What follows belongs to an exercise in optimizing a design on an open flow for small area; a production flow would make more cautious choices. Function was checked by simulation only, so behaviour that the tests miss may differ from the original. No activity file was given, so power comes from the tool's default toggle rates.

==> flow/design.v <==
module crc16_byte (
    input  wire [15:0] crc_in,
    input  wire [7:0]  data,
    output wire [15:0] crc_out
);
    wire [15:0] s0 = crc_in ^ {8'h00, data};
    wire [15:0] s1 = s0[0] ? ((s0 >> 1) ^ 16'hA001) : (s0 >> 1);
    wire [15:0] s2 = s1[0] ? ((s1 >> 1) ^ 16'hA001) : (s1 >> 1);
    wire [15:0] s3 = s2[0] ? ((s2 >> 1) ^ 16'hA001) : (s2 >> 1);
    wire [15:0] s4 = s3[0] ? ((s3 >> 1) ^ 16'hA001) : (s3 >> 1);
    wire [15:0] s5 = s4[0] ? ((s4 >> 1) ^ 16'hA001) : (s4 >> 1);
    wire [15:0] s6 = s5[0] ? ((s5 >> 1) ^ 16'hA001) : (s5 >> 1);
    wire [15:0] s7 = s6[0] ? ((s6 >> 1) ^ 16'hA001) : (s6 >> 1);
    wire [15:0] s8 = s7[0] ? ((s7 >> 1) ^ 16'hA001) : (s7 >> 1);
    assign crc_out = s8;
endmodule
module relay_codec (
    input  wire        clk,
    input  wire        rst,
    input  wire [7:0]  dev_addr,
    input  wire        enabled,
    input  wire        cmd_valid,
    output wire        cmd_ready,
    input  wire [2:0]  cmd_op,
    input  wire [15:0] cmd_start,
    input  wire [15:0] cmd_count,
    input  wire [3:0]  cmd_channel,
    input  wire        cmd_on,
    input  wire [7:0]  cmd_states,
    input  wire [3:0]  cmd_states_len,
    input  wire        cmd_open_ok,
    output wire        tx_valid,
    output wire [7:0]  tx_data,
    input  wire        tx_ready,
    input  wire        tx_timeout,
    input  wire        rx_valid,
    input  wire [7:0]  rx_data,
    input  wire        rx_timeout,
    input  wire        io_fault,
    output wire        res_valid,
    input  wire        res_ready,
    output wire [2:0]  res_kind,
    output wire [2:0]  res_sub,
    output wire [8:0]  res_count,
    output wire [7:0]  res_code,
    output wire [7:0]  res_fc,
    output wire        coil_valid,
    input  wire        coil_ready,
    output wire [7:0]  coil_data,
    output wire        coil_last
);
    localparam OP_READ_COILS  = 3'd0;
    localparam OP_READ_ALL    = 3'd1;
    localparam OP_SET_CHANNEL = 3'd2;
    localparam OP_SET_ALL     = 3'd3;
    localparam OP_DISPOSE     = 3'd4;
    localparam K_OK       = 3'd0;
    localparam K_ARGUMENT = 3'd1;
    localparam K_TIMEOUT  = 3'd2;
    localparam K_PROTOCOL = 3'd3;
    localparam K_CONNECT  = 3'd4;
    localparam K_CONFIG   = 3'd5;
    localparam F_READ = 2'd0;
    localparam F_CHAN = 2'd1;
    localparam F_ALL  = 2'd2;
    localparam F_NONE = 2'd3;
    localparam S_IDLE = 3'd0;
    localparam S_TX   = 3'd1;
    localparam S_RX   = 3'd2;
    localparam S_RES  = 3'd3;
    localparam S_COIL = 3'd4;
    localparam NL = 10;
    localparam NR = 25;
    reg  [2:0]  state;
    reg         port_open;
    reg         disposed;
    reg  [1:0]  fk;           
    reg  [15:0] rq_a;         
    reg  [10:0] qty;          
    reg  [8:0]  cnt;          
    reg  [15:0] crc;
    reg         addr_ok;
    reg         exc;
    reg         fc_eq;
    reg  [7:0]  b2;
    reg  [2:0]  r_kind;
    reg  [2:0]  r_sub;
    reg  [8*NL-1:0] ring [0:NR-1];
    reg  [3:0]  phase;
    reg  [3:0]  m_lo;
    reg  [4:0]  m_hi;
    reg  [7:0]  hold0, hold1;
    reg         hv0, hv1;
    reg  [7:0]  cout;
    reg         cov;
    reg         clast;
    wire        bad_count   = (cmd_count == 16'd0) || (cmd_count > 16'd2000);
    wire        bad_channel = (cmd_channel == 4'd0) || (cmd_channel > 4'd8);
    wire        bad_len     = (cmd_states_len != 4'd8);
    wire [2:0]  chan_index  = cmd_channel[2:0] - 3'd1;
    wire        is_read = (fk == F_READ);
    wire        is_chan = (fk == F_CHAN);
    wire        is_all  = (fk == F_ALL);
    wire [6:0]  fc7     = is_read ? 7'h01 : is_chan ? 7'h05 : 7'h0F;
    wire [3:0]  tx_last = is_all ? 4'd9 : 4'd7;
    wire        tx_body = is_all ? (cnt[3:0] < 4'd8) : (cnt[3:0] < 4'd6);
    reg  [7:0]  tx_byte;
    always @(*) begin
        case (cnt[3:0])
        4'd0: tx_byte = dev_addr;
        4'd1: tx_byte = {1'b0, fc7};
        4'd2: tx_byte = is_read ? rq_a[15:8] : 8'h00;
        4'd3: tx_byte = is_all ? 8'h00 : rq_a[7:0];
        4'd4: tx_byte = is_chan ? rq_a[15:8] : {5'd0, qty[10:8]};
        4'd5: tx_byte = qty[7:0];
        4'd6: tx_byte = is_all ? 8'h01 : crc[7:0];
        4'd7: tx_byte = is_all ? rq_a[15:8] : crc[15:8];
        4'd8: tx_byte = crc[7:0];
        default: tx_byte = crc[15:8];
        endcase
    end
    assign tx_data  = tx_byte;
    assign tx_valid = (state == S_TX);
    wire [15:0] crc_next;
    crc16_byte u_crc (
        .crc_in (crc),
        .data   ((state == S_TX) ? tx_byte : rx_data),
        .crc_out(crc_next)
    );
    wire [8:0]  rx_n    = cnt + 9'd1;
    wire        exc_now = (cnt == 9'd1) ? rx_data[7] : exc;
    wire        rx_done = exc_now ? (rx_n == 9'd5) :
                          !is_read ? (rx_n == 9'd8) :
                          (rx_n == 9'd5 + {1'b0, b2});
    wire [7:0]  want_bc = qty[10:3] + {7'd0, qty[2:0] != 3'd0};
    wire        crc_ok  = (crc_next == 16'h0000);
    wire        m_full  = (m_hi == NR);
    wire        at_lane = (phase == m_lo);
    wire        coils   = (r_kind == K_OK) && is_read;
    wire        capture = (state == S_RX) && rx_valid && !io_fault && !rx_timeout &&
                          (cnt >= 9'd3);
    wire        push    = at_lane && !m_full &&
                          (((state == S_RX) && hv0) || (state == S_RES));
    wire        pop     = (state == S_COIL) && at_lane && (b2 != 8'd0) &&
                          (!cov || coil_ready);
    wire        shift   = push || pop;
    wire [7:0]  exit_b  = ring[NR-1][8*NL-1 -: 8];
    wire [7:0]  tail_mask = (qty[2:0] == 3'd0) ? 8'hFF : ((8'h01 << qty[2:0]) - 8'h01);
    integer r;
    always @(posedge clk) begin
        ring[0] <= {ring[0][8*NL-9:0], shift ? hold0 : ring[0][8*NL-1 -: 8]};
        for (r = 1; r < NR; r = r + 1)
            ring[r] <= {ring[r][8*NL-9:0], shift ? ring[r-1][8*NL-1 -: 8] : ring[r][8*NL-1 -: 8]};
    end
    always @(posedge clk) begin
        if (rst)
            phase <= 4'd0;
        else
            phase <= (phase == NL - 1) ? 4'd0 : phase + 4'd1;
    end
    assign cmd_ready  = (state == S_IDLE);
    assign res_valid  = (state == S_RES) && !(coils && !m_full);
    assign res_kind   = r_kind;
    assign res_sub    = r_sub;
    assign res_count  = cnt;
    wire        exc_res = (r_kind == K_PROTOCOL) && (r_sub == 3'd5);
    assign res_code   = exc_res ? b2 : 8'h00;
    assign res_fc     = exc_res ? {1'b1, fc7} : 8'h00;
    assign coil_valid = cov;
    assign coil_data  = cout;
    assign coil_last  = clast;
    always @(posedge clk) begin
        if (rst) begin
            state     <= S_IDLE;
            port_open <= 1'b0;
            disposed  <= 1'b0;
            r_kind    <= K_OK;
            r_sub     <= 3'd0;
            fk        <= F_NONE;
            cnt       <= 9'd0;
            hv0       <= 1'b0;
            hv1       <= 1'b0;
            cov       <= 1'b0;
            m_lo      <= 4'd0;
            m_hi      <= 5'd0;
        end else begin
            if (shift) begin
                if (m_lo == NL - 1) begin
                    m_lo <= 4'd0;
                    m_hi <= m_hi + 5'd1;
                end else
                    m_lo <= m_lo + 4'd1;
            end
            if (push && hv0) begin
                hold0 <= hv1 ? hold1 : rx_data;
                hv0   <= hv1 || capture;
                hold1 <= rx_data;
                hv1   <= hv1 && capture;
            end else if (capture) begin
                if (!hv0) begin
                    hold0 <= rx_data;
                    hv0   <= 1'b1;
                end else begin
                    hold1 <= rx_data;
                    hv1   <= 1'b1;
                end
            end
            case (state)
            S_IDLE: begin
                if (cmd_valid) begin
                    cnt  <= 9'd0;
                    b2   <= 8'd0;
                    m_lo <= 4'd0;
                    m_hi <= 5'd0;
                    hv0  <= 1'b0;
                    hv1  <= 1'b0;
                    fk   <= F_NONE;
                    state <= S_RES;
                    if (cmd_op == OP_DISPOSE) begin
                        port_open <= 1'b0;
                        disposed  <= 1'b1;
                        r_kind <= K_OK; r_sub <= 3'd0;
                    end else if (cmd_op == OP_READ_COILS && bad_count) begin
                        r_kind <= K_ARGUMENT; r_sub <= 3'd1;
                    end else if (cmd_op == OP_SET_CHANNEL && bad_channel) begin
                        r_kind <= K_ARGUMENT; r_sub <= 3'd3;
                    end else if (cmd_op == OP_SET_ALL && bad_len) begin
                        r_kind <= K_ARGUMENT; r_sub <= 3'd4;
                    end else if (!enabled) begin
                        r_kind <= K_CONFIG; r_sub <= 3'd1;
                    end else if (disposed) begin
                        r_kind <= K_CONNECT; r_sub <= 3'd2;
                    end else if (!port_open && !cmd_open_ok) begin
                        r_kind <= K_CONNECT; r_sub <= 3'd1;
                    end else begin
                        port_open <= 1'b1;
                        crc       <= 16'hFFFF;
                        state     <= S_TX;
                        case (cmd_op)
                        OP_READ_COILS: begin
                            fk   <= F_READ;
                            rq_a <= cmd_start;
                            qty  <= cmd_count[10:0];
                        end
                        OP_READ_ALL: begin
                            fk   <= F_READ;
                            rq_a <= 16'h0000;
                            qty  <= 11'd8;
                        end
                        OP_SET_CHANNEL: begin
                            fk   <= F_CHAN;
                            rq_a <= {{8{cmd_on}}, 5'd0, chan_index};
                            qty  <= 11'd0;
                        end
                        default: begin  
                            fk   <= F_ALL;
                            rq_a <= {cmd_states, 8'h00};
                            qty  <= 11'd8;
                        end
                        endcase
                    end
                end
            end
            S_TX: begin
                if (tx_timeout) begin
                    r_kind <= K_TIMEOUT; r_sub <= 3'd2;
                    state  <= S_RES;
                end else if (tx_ready) begin
                    if (tx_body)
                        crc <= crc_next;
                    cnt <= cnt + 9'd1;
                    if (cnt[3:0] == tx_last) begin
                        crc   <= 16'hFFFF;
                        cnt   <= 9'd0;
                        exc   <= 1'b0;
                        state <= S_RX;
                    end
                end
            end
            S_RX: begin
                if (io_fault) begin
                    r_kind <= K_CONNECT; r_sub <= 3'd3;
                    cnt    <= 9'd0;
                    state  <= S_RES;
                end else if (rx_timeout) begin
                    r_kind <= K_TIMEOUT; r_sub <= 3'd1;
                    state  <= S_RES;
                end else if (rx_valid) begin
                    crc <= crc_next;
                    cnt <= rx_n;
                    if (cnt == 9'd0) addr_ok <= (rx_data == dev_addr);
                    if (cnt == 9'd1) begin
                        exc   <= rx_data[7];
                        fc_eq <= (rx_data[6:0] == fc7);
                    end
                    if (cnt == 9'd2) b2 <= rx_data;
                    if (rx_done) begin
                        cnt   <= 9'd0;
                        state <= S_RES;
                        if (!crc_ok) begin
                            r_kind <= K_PROTOCOL; r_sub <= 3'd1;
                        end else if (!addr_ok) begin
                            r_kind <= K_PROTOCOL; r_sub <= 3'd2;
                        end else if (exc) begin
                            r_kind <= K_PROTOCOL;
                            r_sub  <= fc_eq ? 3'd5 : 3'd3;
                        end else if (!fc_eq) begin
                            r_kind <= K_PROTOCOL; r_sub <= 3'd3;
                        end else if (is_read && b2 != want_bc) begin
                            r_kind <= K_PROTOCOL; r_sub <= 3'd4;
                        end else begin
                            r_kind <= K_OK; r_sub <= 3'd0;
                        end
                    end
                end
            end
            S_RES: begin
                if (res_valid && res_ready) begin
                    m_lo  <= 4'd0;
                    m_hi  <= 5'd0;
                    cnt   <= 9'd0;
                    state <= coils ? S_COIL : S_IDLE;
                end
            end
            S_COIL: begin
                if (pop) begin
                    cout  <= exit_b & ((b2 == 8'd1) ? tail_mask : 8'hFF);
                    clast <= (b2 == 8'd1);
                    cov   <= 1'b1;
                    b2    <= b2 - 8'd1;
                end else if (coil_ready && cov) begin
                    cov <= 1'b0;
                end
                if (coil_ready && cov && clast)
                    state <= S_IDLE;
            end
            default: state <= S_IDLE;
            endcase
        end
    end
endmodule
==> flow/run.sh <==
#!/bin/bash
# synth_recipe.tcl (not shown) runs the flow's synth.tcl, then flattens the netlist and writes it again
# the make line also repeats each setting of config.mk as NAME=value (left out here)
make -C /OpenROAD-flow-scripts/flow DESIGN_CONFIG=/design/flow/config.mk WORK_HOME=/design/flow/orfs CLKGATE_MAP_FILE= SYNTH_SCRIPT=/design/flow/synth_recipe.tcl finish
==> flow/config.mk <==
export PLATFORM = sky130hd
export DESIGN_NAME = relay_codec
export DESIGN_NICKNAME = relay_codec
export VERILOG_FILES = /design/flow/design.v
export SDC_FILE = /design/flow/constraint.sdc
export NUM_CORES = 4
export LEC_CHECK = 0
export CAP_MARGIN = 20
export CORE_MARGIN = 2
export CORE_UTILIZATION = 40
export PLACE_DENSITY = 0.6
export SLEW_MARGIN = 20
==> flow/constraint.sdc <==
create_clock -name core_clock -period 10.0 [get_ports {clk}]
set_input_delay 2.0000 -clock core_clock [delete_from_list [all_inputs] [get_ports {clk}]]
set_output_delay 2.0000 -clock core_clock [all_outputs]
set_load 0.01 [all_outputs]
==> summary.txt, run 1 <==
Die
  – Starting density of the core: 40.33%
  – Std cell rows: between 100 and 150
  – Die Area: 0.1295 mm2
  – Horiz. Die Dim: 359.8 um
  – Die Height: 359.8 um
  – Core Region: approximately 0.13 mm2
  – Top Ports: ~130

Synth
  – Post-synth EDFFs: 79
  – Async S/R FF share, synth: 0%
  – Synth Instances: 3167
  – Netlist cell types: 89
  – Synth warn: 2
  – Post-Syn Area: 0.05064 mm2
  – Seq/Total Area, Yosys: a little under nine tenths
  – Syn avg cell area: 15.99 um2
  – Main synth FF type: dfxtp_1
  – Flops & latches, synth: about 2100

Timing
  – Setup TNS: 0 ps
  – Period utilization: approximately 63%
  – Tmin final: roughly 6300 ps
  – RSZ-0062 raised after global routing: no
  – Slew @ Worst Pin: 1099 ps
  – Fin. Hold Viols: 0
  – Max-slew violations: 0
  – Highest Clock Rate: 0.1597 GHz
  – Hold_ws: 303.2 ps
  – Slew HR: a little over a quarter
  – Final setup fails: 0
  – Layout Skew: 45.33 ps
  – Final worst-path setup slack: 3740 ps

Clock tree
  – Clock Tree Buf Depth: 3
  – Worst-path clk slew: around 70 ps
  – Root Buffer: clkbuf_16
  – H-tree levels: 4
  – CTS tree: yes
  – Setup bufs post-CTS: 0
  – Hold buffers post-CTS: 0
  – Worst skew pair latency: 770 ps
  – PostCTS Resize Cnt: 0
  – Clock sink count: 2117
  – CTS Buf Count: 179

Power
  – Sw Share: a little over a fifth
  – P_leak: ~24 nW
  – Reg power frac: 52.0%
  – Worst vdd rail ir drop: approximately 0.17 mV
  – Pwr/cell area: 282.9 mW/mm2
  – Internal power: 13.41 mW
  – Clock power frac: 42.4%
  – Gate power share: 5.6%
  – Sw Pwr: 3.614 mW

Drt
  – Routed vias: 22190
  – Routed len/inst: 14.46 um
  – DRT Pass-1 Iters: 7
  – Total Wirelength: 75300 um
  – Via-to-Cell Ratio: between 4 and 5
  – Drt first-iter violations: 1352
  – Antenna Violating Nets Remaining: 0
  – Drc violations: 0

Final layout
  – P&R area growth vs syn: 18.81%
  – Nets: 3503
  – Fill count: 10710
  – Commonest cells after routing, fill and taps aside: dfxtp_1 (2038), mux2_2 (206), clkbuf_16 (184), clkdlybuf4s50_1 (128), nand2_1 (103)
  – Most common cell after layout, fill and taps aside: dfxtp_1
  – Final Core Density: 47.91%
  – Share of post-route cells with drive strength above 1: 15.28%
  – Design area: between 0.06 and 0.07 mm2

Global route
  – First-pass GRT wire length: 120000 um
  – Grt total ovfl: 0
  – Vias in the first global route: 22100
  – Initial antenna violation count: 3
  – Pin count of the biggest net entering global routing: between 100 and 150
  – Overall Global Routing Usage: 11.66%

Critical path
  – Critical path class: register to output port
  – Worst endpoint data arrival time: ~4300 ps
  – Worst setup SP type: register
  – Flop2flop setup slack: between 3000 and 4000 ps
  – Crit path capture type: output port
  – Critical path fanouts, max: 19
  – Req. time, crit path: approximately 8000 ps

Placed design
  – Worst Setup Slack post-DPL: 3292 ps
  – Dpl cell area: 0.05376 mm2
  – Hpwl dp: 45270 um
  – GP Congestion: 0.8868
  – IO buf count: 128

Run status
  – Status: timing/DRC/antenna clean

Min path
  – Hold Path Class: register to register

Run
  – Max Cap Viol: 0
[per-stage QoR]
step | power, mW | std cells
after floorplan | 9.614 | 3169
after global placement | 9.970 | 4875
after detailed placement | 9.969 | 4875
after CTS | 17.22 | 5204
after global routing | 17.67 | 5204
final | 17.02 | 5207
[state kept, by name (all words and copies together) (netlist names), 8 cells and up]
register / flops
hold1: 8
cnt: 9
hold0: 8
ring: 2000
b2: 8
crc: 16
qty: 11
rq_a: 16
cout: 8
[synth_stat cells, drive strengths merged, types with 6 or more instances]
cell type | n | area [um2]
buf | 26 | 155.2
nor4 | 19 | 140.1
and3 | 9 | 56.30
xor2 | 22 | 192.7
a211oi | 12 | 102.6
nand2b | 12 | 75.07
nand3 | 21 | 105.1
or3 | 11 | 68.82
ha | 17 | 212.7
edfxtp | 79 | 2372
o21ai | 36 | 180.2
nor4b | 6 | 52.55
dfxtp | 2038 | 40800
clkbuf | 60 | 225.2
nand2 | 104 | 390.4
nand4 | 11 | 68.82
xnor2 | 55 | 481.7
nor3 | 34 | 170.2
a222oi | 9 | 90.09
nor2 | 99 | 371.6
a21oi | 35 | 182.7
and2 | 27 | 168.9
mux2i | 19 | 190.2
a31oi | 22 | 137.6
nor2b | 11 | 68.82
a21o | 8 | 60.06
inv | 43 | 161.4
mux2 | 206 | 2320
nor3b | 6 | 56.31
[final cells by class]
class	instances	area, um2	area share, %
clock buffer	257	5289	8.790
antenna	3	7.507	0.01248
timing repair buffer	142	1399	2.325
sequential	2117	43170	71.75
inverter	43	161.4	0.2683
multi-input combinational	923	6977	11.60
clock inverter	72	1096	1.822
tap	1650	2064	3.431
[power by group through the flow]
stage | Combinational (mW) | Sequential, mW | Clock, mW
after detailed placement | 0.938 | 9.03 | 0
after global placement | 0.942 | 9.03 | 0
after CTS | 0.944 | 8.85 | 7.43
final | 0.952 | 8.85 | 7.23
after global routing | 1.03 | 8.86 | 7.77
after floorplan | 0.647 | 8.97 | 0
[worst paths after layout]
check / from / end / depth (start not counted)
worst max register to register: cnt[0] / r_sub[1] / 18
worst min-delay path: ring[0][64] / ring[0][72] / 0
worst min register to register: ring[0][64] / ring[0][72] / 0
worst max-delay path: cnt[0] / tx_data[1] / 8
[cell families after synthesis]
| family | share of synthesized area (%) |
|---|---|
| buffers and inverters | 1.070 |
| AND/OR/NAND/NOR | 4.035 |
| AO/OA/AOI/OAI | 2.841 |
| multiplexers | 5.001 |
| XOR/XNOR | 1.376 |
| flip-flops | 85.25 |
| adder cells (fa/ha/maj) | 0.4200 |
| other | 0.007405 |
[critical path, stage by stage, from the launching register on]
cell and delay (ps):
dfxtp_1 470, inv_1 260, ha_1 440, inv_1 130
a221oi_2 440, or2_1 700, nor2_1 80, a31oi_1 380
clkdlybuf4s50_1 620
[layer usage]
layer | up-vias | GRT usage (%) | wire [um]
li1 | 10990 | - | -
met1 | 10460 | 15.99 | 37290
met2 | 558 | 16.67 | 30910
met3 | 173 | 3.153 | 4337
met4 | 0 | 6.401 | 2768
met5 | - | 0 | 0
==> run 2, diff against run 1 <==
--- a/flow/design.v
+++ b/flow/design.v
@@ -91,9 +91,6 @@
     reg  [4:0]  m_hi;
     reg  [7:0]  hold0, hold1;
     reg         hv0, hv1;
-    reg  [7:0]  cout;
-    reg         cov;
-    reg         clast;
     wire        bad_count   = (cmd_count == 16'd0) || (cmd_count > 16'd2000);
     wire        bad_channel = (cmd_channel == 4'd0) || (cmd_channel > 4'd8);
     wire        bad_len     = (cmd_states_len != 4'd8);
@@ -142,7 +139,7 @@
     wire        push    = at_lane && !m_full &&
                           (((state == S_RX) && hv0) || (state == S_RES));
     wire        pop     = (state == S_COIL) && at_lane && (b2 != 8'd0) &&
-                          (!cov || coil_ready);
+                          (!hv0 || coil_ready);
     wire        shift   = push || pop;
     wire [7:0]  exit_b  = ring[NR-1][8*NL-1 -: 8];
     wire [7:0]  tail_mask = (qty[2:0] == 3'd0) ? 8'hFF : ((8'h01 << qty[2:0]) - 8'h01);
@@ -166,9 +163,9 @@
     wire        exc_res = (r_kind == K_PROTOCOL) && (r_sub == 3'd5);
     assign res_code   = exc_res ? b2 : 8'h00;
     assign res_fc     = exc_res ? {1'b1, fc7} : 8'h00;
-    assign coil_valid = cov;
-    assign coil_data  = cout;
-    assign coil_last  = clast;
+    assign coil_valid = (state == S_COIL) && hv0;
+    assign coil_data  = hold0;
+    assign coil_last  = (b2 == 8'd0);
     always @(posedge clk) begin
         if (rst) begin
             state     <= S_IDLE;
@@ -180,7 +177,6 @@
             cnt       <= 9'd0;
             hv0       <= 1'b0;
             hv1       <= 1'b0;
-            cov       <= 1'b0;
             m_lo      <= 4'd0;
             m_hi      <= 5'd0;
         end else begin
@@ -191,7 +187,13 @@
                 end else
                     m_lo <= m_lo + 4'd1;
             end
-            if (push && hv0) begin
+            if (state == S_COIL) begin
+                if (pop) begin
+                    hold0 <= exit_b & ((b2 == 8'd1) ? tail_mask : 8'hFF);
+                    hv0   <= 1'b1;
+                end else if (coil_ready)
+                    hv0   <= 1'b0;
+            end else if (push && hv0) begin
                 hold0 <= hv1 ? hold1 : rx_data;
                 hv0   <= hv1 || capture;
                 hold1 <= rx_data;
@@ -319,19 +321,14 @@
                     m_lo  <= 4'd0;
                     m_hi  <= 5'd0;
                     cnt   <= 9'd0;
+                    hv0   <= 1'b0;
                     state <= coils ? S_COIL : S_IDLE;
                 end
             end
             S_COIL: begin
-                if (pop) begin
-                    cout  <= exit_b & ((b2 == 8'd1) ? tail_mask : 8'hFF);
-                    clast <= (b2 == 8'd1);
-                    cov   <= 1'b1;
-                    b2    <= b2 - 8'd1;
-                end else if (coil_ready && cov) begin
-                    cov <= 1'b0;
-                end
-                if (coil_ready && cov && clast)
+                if (pop)
+                    b2 <= b2 - 8'd1;
+                if (coil_ready && hv0 && b2 == 8'd0)
                     state <= S_IDLE;
             end
             default: state <= S_IDLE;
==> flow/flow/run.sh (new file) <==
#!/bin/bash
# Standard ORFS layout (standard.sh) with two changes that only affect how the
# layout is built:
#  - clock tree: larger sink clusters driven by clkbuf_16 and no dummy loads
#    (the default tree balances with ~150 dummy cells)
#  - port buffers: the smallest buffer cell instead of clkdlybuf4s50_1
# Everything else (synthesis, floorplan, tap cells, power grid, placement,
# routing, finishing) is the standard flow.  make's full output goes to
# standard.log; ORFS keeps each step's tool log under orfs/logs/.
set -euo pipefail
export CTS_ARGS="-sink_clustering_enable -repair_clock_nets -dont_use_dummy_load -sink_clustering_size 22 -sink_clustering_max_diameter 60 -buf_list sky130_fd_sc_hd__clkbuf_16"
export BUFFER_PORTS_ARGS="-buffer_cell sky130_fd_sc_hd__buf_1"
bash standard.sh finish > standard.log 2>&1
==> flow/standard.sh (new file) <==
#!/bin/bash
# synth_recipe.tcl (not shown) runs the flow's synth.tcl, then flattens the netlist and writes it again
# the make line also repeats each setting of config.mk as NAME=value (left out here)
make -C /OpenROAD-flow-scripts/flow DESIGN_CONFIG=/design/flow/config.mk WORK_HOME=/design/flow/orfs CLKGATE_MAP_FILE= SYNTH_SCRIPT=/design/flow/synth_recipe.tcl "${@:-finish}"
--- a/flow/config.mk
+++ b/flow/config.mk
@@ -7,6 +7,6 @@
 export LEC_CHECK = 0
 export CAP_MARGIN = 20
 export CORE_MARGIN = 2
-export CORE_UTILIZATION = 40
-export PLACE_DENSITY = 0.6
+export CORE_UTILIZATION = 70
+export PLACE_DENSITY = 0.8
 export SLEW_MARGIN = 20
removed: flow/run.sh
==> run 2 against run 1 <==
  * Via count increased by 3.6%
  * Total power decreased by 18%
  * Synthesized area decreased by 0.46%
  * Wire length increased by 35%
  * Maximum frequency increased by 4.8%
  * Critical path type unchanged
  * Highest routed layer is now met5
==> summary.txt, run 2 <==
Timing
  – Period utilization: 59.76% (was 62.60%)
  – Setup TNS: 0 ps (unchanged)
  – RSZ-0062 raised after global routing: no (unchanged)
  – Slew @ Worst Pin: 1078 ps (was 1099 ps)
  – Slew HR: 27.22% (was 26.05%)
  – Highest Clock Rate: 0.1673 GHz (was 0.1597 GHz)
  – Final worst-path setup slack: 4024 ps (was 3740 ps)
  – Fin. Hold Viols: 0 (unchanged)
  – Max-slew violations: 0 (unchanged)
  – Final setup fails: 0 (unchanged)
  – Tmin final: 5976 ps (was 6260 ps)
  – Layout Skew: 121.2 ps (was 45.33 ps)

Final layout
  – Commonest cells after routing, fill and taps aside: dfxtp_1 (2037), mux2_2 (206), buf_1 (128), clkbuf_16 (108), nand2_1 (102) (was dfxtp_1 (2038), mux2_2 (206), clkbuf_16 (184), clkdlybuf4s50_1 (128), nand2_1 (103))
  – P&R area growth vs syn: 8.226% (was 18.81%)
  – Biggest registers after layout: ring x2000, crc x16, rq_a x16 (unchanged)
  – Share of post-route cells with drive strength above 1: 10.83% (was 15.28%)
  – Post-route insts no fill: 4265 (was 5207)
  – Most common cell after layout, fill and taps aside: dfxtp_1 (unchanged)
  – Top reg by flops: ring (unchanged)
  – Largest register FFs: 2000 (unchanged)
  – Nets: 3414 (was 3503)
  – Diodes inserted: 0 (was 3)
  – Design area: 0.05455 mm2 (was 0.06017 mm2)

Clock tree
  – CTS tree: yes (unchanged)
  – Hold buffers post-CTS: 0 (unchanged)
  – PostCTS Resize Cnt: 0 (unchanged)
  – Worst-path clk slew: 70 ps (about the same)
  – Clock sink count: 2107 (was 2117)
  – CTS Buf Count: 108 (was 179)
  – H-tree levels: 3 (was 4)
  – Setup bufs post-CTS: 0 (unchanged)
  – Clock Tree Buf Depth: 3 (unchanged)
  – Root Buffer: clkbuf_16 (unchanged)
  – Worst skew pair latency: 710 ps (was 770 ps)

Power
  – P_leak: 21.49 nW (was 23.65 nW)
  – Worst vdd rail ir drop: 0.2273 mV (was 0.1677 mV)
  – Sw Share: 22.28% (was 21.23%)
  – Gate power share: 6.6% (was 5.6%)
  – Reg power frac: 62.2% (was 52.0%)
  – Internal power: 10.87 mW (was 13.41 mW)
  – Pwr/cell area: 256.3 mW/mm2 (was 282.9 mW/mm2)
  – Final Power: 13.98 mW (was 17.02 mW)
  – Clock power frac: 31.2% (was 42.4%)
  – Sw Pwr: 3.114 mW (was 3.614 mW)

Die
  – Die Height: 272.3 um (was 359.8 um)
  – Top Ports: 132 (unchanged)
  – Horiz. Die Dim: 272.3 um (was 359.8 um)
  – Core Region: 0.07136 mm2 (was 0.1256 mm2)
  – Starting density of the core: 70.63% (was 40.33%)
  – Die Area: 0.07417 mm2 (was 0.1295 mm2)
  – Std cell rows: 98 (was 130)

Drt
  – Total Wirelength: 101700 um (was 75300 um)
  – Drc violations: 0 (unchanged)
  – Routed len/inst: 23.85 um (was 14.46 um)
  – Drt first-iter violations: 1931 (was 1352)
  – Antenna Violating Nets Remaining: 0 (unchanged)
  – Routed vias: 22990 (was 22190)
  – Via-to-Cell Ratio: 5.391 (was 4.261)
  – DRT Pass-1 Iters: 6 (was 7)

Min path
  – Hold Path Class: register to register (unchanged)
  – WHS Path Cells: 0 (unchanged)

Run
  – Max Cap Viol: 0 (unchanged)

Placed design
  – Hpwl dp: 59620 um (was 45270 um)
  – GP Congestion: 0.8771 (was 0.8868)
  – Dpl cell area: 0.05184 mm2 (was 0.05376 mm2)
  – IO buf count: 128 (unchanged)
  – Worst Setup Slack post-DPL: 3705 ps (was 3292 ps)
  – Placed Cells: 4157 (was 4875)

Synth
  – Top cell type by total area after synthesis: dfxtp_1 (unchanged)
  – Syn avg cell area: 16.00 um2 (was 15.99 um2)
  – Synth Instances: 3150 (was 3167)
  – Flops & latches, synth: 2107 (was 2117)
  – Count leader, synth: dfxtp_1 (unchanged)
  – Top-area cell type share of the netlist area: 80.90% (was 80.57%)
  – Synth top cells by count: dfxtp_1 (2037), mux2_2 (206), nand2_1 (102) (was dfxtp_1 (2038), mux2_2 (206), nand2_1 (104))
  – Synth warn: 2 (unchanged)
  – Post-Syn Area: 0.05041 mm2 (was 0.05064 mm2)
  – Async S/R FF share, synth: 0% (unchanged)
  – Netlist cell types: 93 (was 89)
  – Seq/Total Area, Yosys: 85.07% (was 85.25%)
  – Main synth FF type: dfxtp_1 (unchanged)
  – Post-synth EDFFs: 70 (was 79)
  – Leading post-synthesis cells by cell area: dfxtp_1 (81%), mux2_2 (4.6%), edfxtp_1 (4.2%), nand2_1 (0.76%), nor2_1 (0.64%) (was dfxtp_1 (81%), edfxtp_1 (4.7%), mux2_2 (4.6%), xnor2_1 (0.95%), nand2_1 (0.77%))

Critical path
  – R2R depth: 18 (unchanged)
  – Worst endpoint data arrival time: 3980 ps (was 4260 ps)
  – Crit path capture type: output port (unchanged)
  – Critical path class: register to output port (unchanged)
  – Critical path fanouts, max: 12 (was 19)
  – Req. time, crit path: 8000 ps (about the same)
  – Worst setup SP type: register (unchanged)

Global route
  – Pin count of the biggest net entering global routing: 154 (was 146)
  – First-pass GRT wire length: 154800 um (was 120000 um)
  – Grt total ovfl: 0 (unchanged)
  – Vias in the first global route: 24710 (was 22100)
  – Overall Global Routing Usage: 27.87% (was 11.66%)
  – Initial antenna violation count: 5 (was 3)

Run status
  – Status: timing/DRC/antenna clean (unchanged)
[run 2: path summary, 6_finish.rpt]
kind,slack (ps),from,end
min reg2reg,290,ring[9][63],ring[9][71]
max reg2reg,4180,cnt[0],r_sub[1]
min,290,ring[9][63],ring[9][71]
max,4020,cnt[0],tx_data[0]
[run 2: stage by stage]
step	util (%)	hold WS (ps)
floorplan	-	309.6
global placement	72.65	309.5
detailed placement	72.65	312.1
CTS	76.44	291.6
global route	76.44	295.3
finish	76.44	291.2
[run 2: logic make-up (layout without fill, tap and decap cells)]
kind of cell	count (synthesis)	after routing	synth area share, %
muxes	220	220	4.880
AOI/OAI and AO/OA	207	207	2.971
buffers and inverters	126	289	1.065
adders and majority gates	17	17	0.4220
other	1	3	0.007439
DFF	2107	2107	85.07
and+or+nand+nor	400	400	4.178
xor gates and xnor gates	72	72	1.407
[run 2: per-layer routing]
layer / wire length [um] / GRT usage (%) / up-vias
met5: 37 / 0 / -
met1: 44660 / 38.68 / 11290
met3: 5637 / 4.531 / 275
li1: - / - / 10610
met4: 3677 / 9.297 / 6
met2: 47720 / 45.21 / 807
[run 2: layout make-up]
type / count / area [um2]
Sequential cell: 2107 / 42880
Fill cell: 3690 / 16810
Multi-Input combinational cell: 919 / 7037
Clock buffer: 108 / 2703
Tap cell: 950 / 1189
Timing Repair Buffer: 142 / 598.1
Inverter: 39 / 146.4
[run 2: power by group through the flow]
stage / Clock [mW] / Combinational (mW) / Sequential, mW
after global placement: 0 / 0.886 / 8.88
after CTS: 4.43 / 0.917 / 8.70
after floorplan: 0 / 0.654 / 8.82
after detailed placement: 0 / 0.900 / 8.89
after global routing: 4.69 / 0.992 / 8.71
final: 4.36 / 0.927 / 8.70
[run 2: worst max-delay path, stage by stage, from the launching register on]
cell       delay, ps
dfxtp_1          580
inv_1            170
ha_1             380
or3_1            460
a221o_1          480
nor2_2           390
a2111oi_4         80
nor2_1           580
buf_1            250

re-timing with driven ports:
In the flow no input, the clock included, has a driving cell. The finished layouts below were timed again as built, in two steps. Step 1 assumes that a clkbuf_16 drives the clock port and a buf_2 every other input. Step 2 moves the port delays by t, midway between the first and last clock arrival at a register: inputs arrive t later, outputs are due t later. That takes back most of the time a late clock gives input paths. a / b / c = ideal / step 1 / step 2; a / b = the first two.
run	t (ns)	setup slack, ns	worst hold slack (ns)	worst setup path at the end
run 1	0.821	3.740 / 3.667 / 3.153	0.303 / 0.303 / 0.303	input to register
run 2	0.716	4.024 / 3.955 / 3.622	0.291 / 0.291 / 0.291	input to register
After both steps every run listed still meets setup and hold. The setup slack of run 1, which loses most, moves by -0.073 ns with the drivers and by -0.587 ns with both steps.
